Source: an optimization exercise on an open RTL-to-GDS flow (aim: small area, a short achievable clock period and few clock cycles). Production flows keep margins and buffers that such runs may drop. In this exercise RTL edits were held to simulation tests only and were not proved equivalent to the original.

==> v16 <==
// safe64_core
module safe64_core (
    input  wire        clk,
    input  wire        rst,
    input  wire        reg_we,
    input  wire [7:0]  reg_addr,
    input  wire [31:0] reg_wdata,
    output reg  [31:0] reg_rdata,
    output reg         mem_req,
    output reg         mem_we,
    output reg  [31:0] mem_addr,
    output reg  [7:0]  mem_wdata,
    input  wire [7:0]  mem_rdata,
    input  wire        mem_ready
);
make LEC_CHECK=0 CAP_MARGIN=20 CORE_MARGIN=2 CORE_UTILIZATION=40 CTS_CLUSTER_DIAMETER=120 CTS_CLUSTER_SIZE=20 SETUP_SLACK_MARGIN=4.2 SLEW_MARGIN=20 SYNTH_HIERARCHICAL=1 TNS_END_PERCENT=0 finish   # period 9.0 ns
run.sh (not shown) runs the stock make flow with config.mk's settings and CLKGATE_MAP_FILE= SYNTH_SCRIPT=/design/flow/synth_recipe.tcl, a recipe that flattens the netlist after the stock synthesis.
==> v5 (differences from v16) <==
--- a/flow/design.v
+++ b/flow/design.v
@@ -1,19 +1,53 @@
-module safe64_dec3 #(parameter [2:0] V = 3'd0) (
-    input  wire [2:0] a,
-    output wire       y
+module safe64_fwd (
+    input  wire [5:0] code,
+    output reg  [7:0] sym
 );
-    assign y = (a == V);
+    always @(*) begin
+        if (code == 6'd0)
+            sym = 8'h2D;                        
+        else if (code <= 6'd10)
+            sym = 8'h2F + {2'b00, code};        
+        else if (code <= 6'd36)
+            sym = 8'h36 + {2'b00, code};        
+        else if (code == 6'd37)
+            sym = 8'h5F;                        
+        else
+            sym = 8'h3B + {2'b00, code};        
+    end
 endmodule
-module safe64_and2 (
-    input  wire a,
-    input  wire b,
-    output wire y
+module safe64_rev (
+    input  wire [7:0] sym,
+    output reg        is_code,
+    output reg        is_ws,
+    output reg  [5:0] code
 );
-    assign y = a & b;
+    always @(*) begin
+        is_code = 1'b0;
+        is_ws   = 1'b0;
+        code    = 6'd0;
+        if (sym == 8'h2D) begin
+            is_code = 1'b1;
+            code    = 6'd0;
+        end else if (sym >= 8'h30 && sym <= 8'h39) begin
+            is_code = 1'b1;
+            code    = sym[5:0] - 6'h2F;
+        end else if (sym >= 8'h41 && sym <= 8'h5A) begin
+            is_code = 1'b1;
+            code    = sym[5:0] - 6'h36;
+        end else if (sym == 8'h5F) begin
+            is_code = 1'b1;
+            code    = 6'd37;
+        end else if (sym >= 8'h61 && sym <= 8'h7A) begin
+            is_code = 1'b1;
+            code    = sym[5:0] - 6'h3B;
+        end else if (sym == 8'h09 || sym == 8'h0A || sym == 8'h0D || sym == 8'h20) begin
+            is_ws   = 1'b1;
+        end
+    end
 endmodule
 module safe64_core (
     input  wire        clk,
     input  wire        rst,
     input  wire        reg_we,
     input  wire [7:0]  reg_addr,
     input  wire [31:0] reg_wdata,
@@ -58,52 +92,30 @@
     wire       w_dec  = w_hi0 && (w_op == 4'h2);
     wire       w_vwr  = w_hi0 && !reg_wdata[4] && (w_op == 4'h3);
     wire       w_vrd  = w_hi0 && !reg_wdata[4] && (w_op == 4'h4);
     wire       w_legal = w_enc || w_dec || w_vwr || w_vrd;
     wire       w_badlen = ((w_enc || w_dec || w_vrd) && sl_q[31]) ||
                           ((w_enc || w_dec || w_vwr) && dl_q[31]);
     wire [1:0] w_opc  = w_dec ? OP_DEC : w_vwr ? OP_VWR : w_vrd ? OP_VRD : OP_ENC;
-    function [7:0] fwd_sym(input [5:0] c);
-        begin
-            if (c == 6'd0)
-                fwd_sym = 8'h2D;                        
-            else if (c <= 6'd10)
-                fwd_sym = 8'h2F + {2'b00, c};           
-            else if (c <= 6'd36)
-                fwd_sym = 8'h36 + {2'b00, c};           
-            else if (c == 6'd37)
-                fwd_sym = 8'h5F;                        
-            else
-                fwd_sym = 8'h3B + {2'b00, c};           
-        end
-    endfunction
-    function [7:0] rev_sym(input [7:0] s);
-        begin
-            rev_sym = 8'd0;
-            if (s == 8'h2D)
-                rev_sym = {2'b10, 6'd0};
-            else if (s >= 8'h30 && s <= 8'h39)
-                rev_sym = {2'b10, s[5:0] - 6'h2F};
-            else if (s >= 8'h41 && s <= 8'h5A)
-                rev_sym = {2'b10, s[5:0] - 6'h36};
-            else if (s == 8'h5F)
-                rev_sym = {2'b10, 6'd37};
-            else if (s >= 8'h61 && s <= 8'h7A)
-                rev_sym = {2'b10, s[5:0] - 6'h3B};
-            else if (s == 8'h09 || s == 8'h0A || s == 8'h0D || s == 8'h20)
-                rev_sym = {2'b01, 6'd0};
-        end
-    endfunction
     wire       r_code_ok, r_ws;
     wire [5:0] r_code;
-    assign {r_code_ok, r_ws, r_code} = rev_sym(mem_rdata);
+    safe64_rev u_rev (
+        .sym     (mem_rdata),
+        .is_code (r_code_ok),
+        .is_ws   (r_ws),
+        .code    (r_code)
+    );
     wire [4:0] v_top  = {pad_q, val_q[63:60]};
     wire       v_last = (k_q == 4'd12);
     wire [5:0] fwd_in = (st_q == S_VW) ? {!v_last, v_top} : acc_q[23:18];
-    wire [7:0] fwd_out = fwd_sym(fwd_in);
+    wire [7:0] fwd_out;
+    safe64_fwd u_fwd (
+        .code (fwd_in),
+        .sym  (fwd_out)
+    );
     wire rr_z   = (rr_q == 32'd0);
     wire dl_hi0 = (dl_q[31:4] == 28'd0);
     wire enc    = (op_q == OP_ENC);
     wire       vw_first = !flag_q && ((v_top != 5'd0) || v_last);
     wire       vw_short = dl_hi0 && (dl_q[3:0] < (4'd13 - k_q));
     wire       vw_fail  = res_q[31] || (vw_first && vw_short);
     wire       vw_write = (flag_q || vw_first) && !vw_fail;
@@ -120,36 +132,28 @@
         endcase
         mem_addr  = mem_we ? dp_q : cmd_q;
         mem_wdata = (op_q == OP_DEC) ? acc_q[23:16] : fwd_out;
     end
     wire [31:0] cmd_fin = {27'd0, f_q, 1'b0,
                            (op_q == OP_VRD), (op_q == OP_VWR) || (op_q == OP_DEC),
                            (op_q == OP_VWR) || (op_q == OP_ENC)};
-    wire [1:0] rd_hi;
-    wire [7:0] rd_lo;
-    wire [8:0] rd_sel;
-    safe64_dec3 #(.V(3'd0)) u_hi0 (.a(reg_addr[7:5]), .y(rd_hi[0]));
-    safe64_dec3 #(.V(3'd1)) u_hi1 (.a(reg_addr[7:5]), .y(rd_hi[1]));
-    genvar gi;
-    generate
-        for (gi = 0; gi < 8; gi = gi + 1) begin : g_lo
-            safe64_dec3 #(.V(gi)) u_lo (.a(reg_addr[4:2]), .y(rd_lo[gi]));
-        end
-        for (gi = 0; gi < 9; gi = gi + 1) begin : g_sel
-            safe64_and2 u_sel (.a(rd_hi[gi / 8]), .b(rd_lo[gi % 8]), .y(rd_sel[gi]));
-        end
-    endgenerate
-    wire [31:0] rd_cmd = run_q ? cmd_fin : cmd_q;
-    wire [31:0] rd_st  = {31'd0, busy};
-    wire [31:0] rd_q = ({32{rd_sel[0]}} & rd_cmd) | ({32{rd_sel[1]}} & rd_st)
-                     | ({32{rd_sel[2]}} & res_q)  | ({32{rd_sel[3]}} & sp_q)
-                     | ({32{rd_sel[4]}} & sl_q)   | ({32{rd_sel[5]}} & dp_q)
-                     | ({32{rd_sel[6]}} & dl_q)   | ({32{rd_sel[7]}} & val_q[31:0])
-                     | ({32{rd_sel[8]}} & val_q[63:32]);
-    always @(*) reg_rdata = rd_q;
+    always @(*) begin
+        case (reg_addr[7:2])
+            6'h00:   reg_rdata = run_q ? cmd_fin : cmd_q;
+            6'h01:   reg_rdata = {31'd0, busy};
+            6'h02:   reg_rdata = res_q;
+            6'h03:   reg_rdata = sp_q;
+            6'h04:   reg_rdata = sl_q;
+            6'h05:   reg_rdata = dp_q;
+            6'h06:   reg_rdata = dl_q;
+            6'h07:   reg_rdata = val_q[31:0];
+            6'h08:   reg_rdata = val_q[63:32];
+            default: reg_rdata = 32'd0;
+        endcase
+    end
     wire [31:0] addr_inc = mem_addr + 32'd1;    
     wire [31:0] rr_dec  = rr_q - 32'd1;
     wire [1:0]  cnt_inc = cnt_q + 2'd1;
     wire [1:0]  cnt_dec = cnt_q - 2'd1;
     wire [23:0] acc_sh  = enc ? {acc_q[17:0], 6'd0} : {acc_q[15:0], 8'd0};
     wire [3:0]  k_inc   = k_q + 4'd1;
     wire       w_go    = w_legal && !w_badlen;
--- a/flow/config.mk
+++ b/flow/config.mk
@@ -6,11 +6,10 @@
 export NUM_CORES = 4
 export LEC_CHECK = 0
 export CAP_MARGIN = 20
 export CORE_MARGIN = 2
 export CORE_UTILIZATION = 40
 export CTS_CLUSTER_DIAMETER = 120
 export CTS_CLUSTER_SIZE = 20
-export SETUP_SLACK_MARGIN = 4.2
+export SETUP_SLACK_MARGIN = 4
 export SLEW_MARGIN = 20
-export SYNTH_HIERARCHICAL = 1
-export TNS_END_PERCENT = 0
+export TNS_END_PERCENT = 5
==> v11 (differences from v16) <==
--- a/flow/design.v
+++ b/flow/design.v
@@ -94,15 +94,15 @@
         end
     endfunction
     wire       r_code_ok, r_ws;
     wire [5:0] r_code;
     assign {r_code_ok, r_ws, r_code} = rev_sym(mem_rdata);
     wire [4:0] v_top  = {pad_q, val_q[63:60]};
     wire       v_last = (k_q == 4'd12);
-    wire [5:0] fwd_in = (st_q == S_VW) ? {!v_last, v_top} : acc_q[23:18];
+    wire [5:0] fwd_in = (op_q == OP_VWR) ? {!v_last, v_top} : acc_q[23:18];
     wire [7:0] fwd_out = fwd_sym(fwd_in);
     wire rr_z   = (rr_q == 32'd0);
     wire dl_hi0 = (dl_q[31:4] == 28'd0);
     wire enc    = (op_q == OP_ENC);
     wire       vw_first = !flag_q && ((v_top != 5'd0) || v_last);
     wire       vw_short = dl_hi0 && (dl_q[3:0] < (4'd13 - k_q));
     wire       vw_fail  = res_q[31] || (vw_first && vw_short);
--- a/flow/config.mk
+++ b/flow/config.mk
@@ -6,11 +6,11 @@
 export NUM_CORES = 4
 export LEC_CHECK = 0
 export CAP_MARGIN = 20
 export CORE_MARGIN = 2
 export CORE_UTILIZATION = 40
 export CTS_CLUSTER_DIAMETER = 120
 export CTS_CLUSTER_SIZE = 20
-export SETUP_SLACK_MARGIN = 4.2
+export SETUP_SLACK_MARGIN = 4
 export SLEW_MARGIN = 20
 export SYNTH_HIERARCHICAL = 1
 export TNS_END_PERCENT = 0
==> results.json <==
{
  "layout_commonest_cell": "nor2_1",
  "maxPowerGroup": "sequential cells",
  "relSlewSlack": 0.317,
  "fmax_mhz": 192,
  "slowest_stage": "a222oi_1",
  "buffer_area_frac": 0.0857,
  "run_status": "complete, no violations",
  "vias": 21100,
  "grtUsageMet3": 0.0724,
  "seq_power_share": 0.560,
  "clock_latency_ns": 0.56,
  "regArea_mm2": 0.00721
}
(the above is from v16)
==> results.json <==
{
  "grtUsageMet3": 0.0679,
  "relSlewSlack": 0.241,
  "buffer_area_frac": 0.101,
  "fmax_mhz": 185,
  "netlist_instances": 2543,
  "clock_latency_ns": 0.57,
  "maxPowerGroup": "combinational cells",
  "run_status": "complete, no violations",
  "regArea_mm2": 0.00721,
  "path_cells": "buf_8, or4_4, nand2b_4, nor2_4, buf_12, buf_6, a222oi_1, nand2_1, buf_2",
  "layout_commonest_cell": "nand2_1"
}
(the above is from v5)
==> results.json <==
{
  "maxPowerGroup": "sequential cells",
  "run_status": "complete, no violations",
  "relSlewSlack": 0.312,
  "layout_commonest_cell": "nor2_1",
  "fmax_mhz": 189,
  "slowest_stage": "a221oi_4",
  "hold_start": "dp_q[30]",
  "regArea_mm2": 0.00721,
  "clock_latency_ns": 0.57,
  "cp.required_ns": 7.20,
  "whs_ns": 0.491,
  "met2_length_mm": 39.7,
  "h-tree-depth": 1,
  "seq_power_share": 0.560,
  "fillers": 5042,
  "vias": 21600,
  "grtUsageMet3": 0.0569
}
(the above is from v11)
Testbench counts of v16, summed over its fixed seeds: cycles 108,034.
Testbench counts of v5, summed over its fixed seeds: cycles 108,034.
Testbench counts of v11, summed over its fixed seeds: cycles 108,034.

what the ideal ports hide:
In the flow no input, the clock included, has a driving cell. The finished layouts below were timed again as built, in two steps.
Step 1, drivers: a clkbuf_16 drives clk and a buf_2 each remaining input, both assumed.
Step 2 times the ports against the registers' clock, not the clock port: input delays grow and output delays shrink by t, the midpoint of the rising clock arrivals with the driver on.
Slacks: ideal / step 1 / step 2; pairs: ideal / step 1.
run | t (ns) | slack for setup (ns) | clock arrival spread, ns
v16 | 0.610 | 3.779 / 3.722 / 3.260 | 0.018 / 0.018
v5 | 0.621 | 3.595 / 3.556 / 3.386 | 0.023 / 0.023
v11 | 0.614 | 3.704 / 3.618 / 3.244 | 0.026 / 0.026
After both steps setup and hold are still met in every run listed. For v16, which loses most, drivers alone change the setup slack by -0.057 ns; drivers and shift together by -0.519 ns.
